Background: an optimization exercise with open tools, aiming at small area, a short achievable clock period and few clock cycles. Do not read the settings as production practice. In this exercise RTL edits were held to simulation tests only and were not proved equivalent to the original. Power figures rest on the tool's default switching activity, not on a simulated workload.

// cfc
module cfc (
    input  wire         clk,
    input  wire         rst,            
    input  wire         cmd_valid,
    output wire         cmd_ready,
    input  wire [7:0]   cmd_word,
    input  wire         cmd_fmt,        
    input  wire [31:0]  cmd_id,         
    input  wire         cmd_rtr,
    input  wire [3:0]   cmd_dlc,
    input  wire [3:0]   cmd_len,
    input  wire [63:0]  cmd_data,
    input  wire [7:0]   cmd_mode,       
    input  wire [103:0] cmd_image,      
    input  wire [7:0]   cmd_byte,       
    input  wire [31:0]  cmd_cls,        
    input  wire [7:0]   cmd_index,      
    output wire         rsp_valid,
    output wire [3:0]   rsp_result,
    output wire         rsp_frame_some,
    output wire         rsp_fmt,
    output wire [28:0]  rsp_id,
    output wire         rsp_rtr,
    output wire [3:0]   rsp_dlc,
    output reg  [63:0]  rsp_data,
    output wire [103:0] rsp_image,
    output reg  [12:0]  rsp_image_wr,
    output wire [11:0]  rsp_status,
    output wire [7:0]   rsp_mode,
    output wire         rsp_ecc_cap_some,
    output wire [7:0]   rsp_ecc_cap,
    output wire         rsp_alc_cap_some,
    output wire [7:0]   rsp_alc_cap,
    output wire [1:0]   rsp_ecc_errc,
    output wire         rsp_ecc_dir,
    output wire [4:0]   rsp_ecc_seg,
    output wire [4:0]   rsp_ecc_name,
    output wire [4:0]   rsp_alc_bitno,
    output wire [1:0]   rsp_alc_field,
    output wire [4:0]   rsp_alc_idbit,
    output wire [1:0]   rsp_cls,
    output wire [7:0]   rsp_byte,
    output wire         ev_valid,
    output reg  [1:0]   ev_kind,        
    output wire [11:0]  ev_status,
    output wire         ev_completed,
    output wire         cs,
    output wire         bus_req,
    output reg          bus_we,
    output reg  [6:0]   bus_addr,
    output reg  [7:0]   bus_wdata,
    input  wire         bus_ready,
    input  wire [7:0]   bus_rdata,
    input  wire         bus_noresp,
    output wire         reset_pulse
);
export LEC_CHECK = 0
export ABC_AREA = 1
export CAP_MARGIN = 20
export CORE_MARGIN = 2
export CORE_UTILIZATION = 40
export PLACE_DENSITY = 0.8
export SETUP_SLACK_MARGIN = 5
export SLEW_MARGIN = 20
create_clock -name core_clock -period 8.0 [get_ports {clk}]
standard.sh (not shown) runs the stock make flow with config.mk's settings and CLKGATE_MAP_FILE= SYNTH_SCRIPT=/design/flow/synth_recipe.tcl, a recipe that flattens the netlist after the stock synthesis.
==> flow/flow/run.sh <==
#!/bin/bash
# Layout flow: the standard flow (standard.sh, unchanged synthesis),
# with the port buffers made of sky130_fd_sc_hd__buf_2 cells.
set -o pipefail
export BUFFER_PORTS_ARGS="-buffer_cell sky130_fd_sc_hd__buf_2"
bash standard.sh > standard.log 2>&1
Testbench counts at the start, summed over its fixed seeds: cycles 93,800.
Edit:
Settings changed: PLACE_DENSITY 0.8 to not set.
Clock skew stays flat.
Via count went down by about 1.2%.
Design area stays flat.
Clock-buffer cell count climbs by 7.
Sequential share of layout area stays flat.
Sequential power stays flat.
Die area does not change.
Global-route usage rises by 0.63 points.

========
== run A ==
cfc again, from the RTL that the note above started with.
==> flow/config.mk <==
export PLATFORM = sky130hd
export DESIGN_NAME = cfc
export DESIGN_NICKNAME = cfc
export VERILOG_FILES = /design/flow/design.v
export SDC_FILE = /design/flow/constraint.sdc
export NUM_CORES = 4
export LEC_CHECK = 0
export ABC_AREA = 1
export CAP_MARGIN = 20
export CORE_MARGIN = 2
export CORE_UTILIZATION = 40
export SETUP_SLACK_MARGIN = 5
export SLEW_MARGIN = 20
export TNS_END_PERCENT = 10
==> flow/constraint.sdc <==
create_clock -name core_clock -period 8.0 [get_ports {clk}]
set_input_delay 1.6000 -clock core_clock [delete_from_list [all_inputs] [get_ports {clk}]]
set_output_delay 1.6000 -clock core_clock [all_outputs]
set_load 0.01 [all_outputs]
Scripts as last shown in full above: flow/flow/run.sh
Run A did not stop at any stage, and its layout met the timing, DRC and antenna checks.
Testbench counts of run A, summed over its fixed seeds: cycles 93,800.
Setup changes, run A to run B
Settings: GPL_TIMING_DRIVEN now 0, previously not set; TNS_END_PERCENT no longer set, was 10.
[summary]
Run B went all the way through synthesis, placement and routing and the layout is clean on timing, DRC and antenna. Run A has a lower layout buffering overhead excluding clock cells than run B. Run B ends up with lower number of buffers created by CTS than run A does. The power density over the cells reported for run B is smaller than that of run A by 4.7%. When run B is set beside run A, its depth of the most critical reg-to-reg path turns out to be 13 larger.

========
cfc, a different RTL version from the one above (not shown whole).
Size in the first run: about 220 flip-flops, roughly 620 I/O pins, roughly 16000 um2 of cells after synthesis.
==> flow/config.mk <==
export PLATFORM = sky130hd
export DESIGN_NAME = cfc
export DESIGN_NICKNAME = cfc
export VERILOG_FILES = /design/flow/design.v
export SDC_FILE = /design/flow/constraint.sdc
export NUM_CORES = 4
export LEC_CHECK = 0
export ABC_AREA = 1
export CAP_MARGIN = 20
export CORE_MARGIN = 2
export CORE_UTILIZATION = 40
export CTS_BUF_LIST = sky130_fd_sc_hd__clkbuf_4 sky130_fd_sc_hd__clkbuf_8
export SETUP_SLACK_MARGIN = 5
export SLEW_MARGIN = 20
==> flow/constraint.sdc <==
create_clock -name core_clock -period 8.0 [get_ports {clk}]
set_input_delay 1.6000 -clock core_clock [delete_from_list [all_inputs] [get_ports {clk}]]
set_output_delay 1.6000 -clock core_clock [all_outputs]
set_load 0.01 [all_outputs]
Scripts as last shown in full above: flow/flow/run.sh
Testbench counts at the start, summed over its fixed seeds: cycles 93,800.
Then changed:
CTS_BUF_LIST = not set   (was sky130_fd_sc_hd__clkbuf_4 sky130_fd_sc_hd__clkbuf_8)
Outcome: Sequential power stays flat; worst setup slack gets better by 0.022 ns; die area does not change; routed wire length decreases by 0.55%; register-to-register slack is better by 0.02 ns; area after synthesis stays the same.

========
RTL: one of the versions met above, not the one the previous note started from.
Size in the first run: roughly 220 flip-flops, ~620 I/O pins, about 15000 um^2 of cells after synthesis.
Settings: LEC_CHECK=0, ABC_AREA=1, CAP_MARGIN=20, CORE_MARGIN=2, CORE_UTILIZATION=35, SETUP_SLACK_MARGIN=5, SLEW_MARGIN=20; clock period 8.0 ns.
Scripts as last shown in full above: flow/flow/run.sh
Testbench counts at the start, summed over its fixed seeds: cycles 93,800.
==> next run, changes <==
CORE_UTILIZATION = 40   (was 35)
CTS_BUF_LIST = sky130_fd_sc_hd__clkbuf_4 sky130_fd_sc_hd__clkbuf_8   (was not set)
The new run went through all stages and came out clean.
Synthesized cell count does not change.
Routed wire length rose by 1.8%.
First-iteration DRC count shrinks by 10%.
Setup slack improves by 15 ps.
Critical path depth stays the same.
Die area came out lower by 12%.

==> separate check: timing with driven ports <==
No port has a modelled driver above. Below, the same layouts with a new extraction and two added sets of constraints.
Step 1 assumes that a clkbuf_16 drives the clock port and a buf_2 every other input.
Step 2 adds t to the input delays and takes it off the output delays; t is the mean of the earliest and latest rising clock arrival at the registers after step 1. Input paths then give back, and output paths get back, about the clock's delay inside the block.
a / b / c = no drivers / after step 1 / after step 2; a / b = the first two.
run	t, ns	setup slack, ns	worst setup path after step 2	worst register clock-pin slew, ns	worst slew at a driven data input, ns
the first run of note 1	0.608	4.993 / 4.950 / 4.392	input to register	0.07 / 0.07	0.15
the second run of note 1	0.613	5.016 / 4.960 / 4.431	input to register	0.07 / 0.07	0.16
run A	0.597	4.854 / 4.818 / 4.286	input to register	0.07 / 0.07	0.09
run B	0.602	4.737 / 4.682 / 4.411	input to register	0.07 / 0.07	0.16
the first run of note 3	0.659	4.963 / 4.911 / 4.411	input to register	0.07 / 0.07	0.14
the second run of note 3	0.621	4.986 / 4.929 / 4.443	input to register	0.07 / 0.07	0.14
the first run of note 4	0.607	4.988 / 4.930 / 4.418	input to register	0.06 / 0.06	0.11
the second run of note 4	0.621	5.002 / 4.952 / 4.417	input to register	0.07 / 0.07	0.14
After both steps every run listed still meets setup and hold. For the first run of note 1, which loses most, drivers alone change the setup slack by -0.043 ns; drivers and shift together by -0.601 ns.
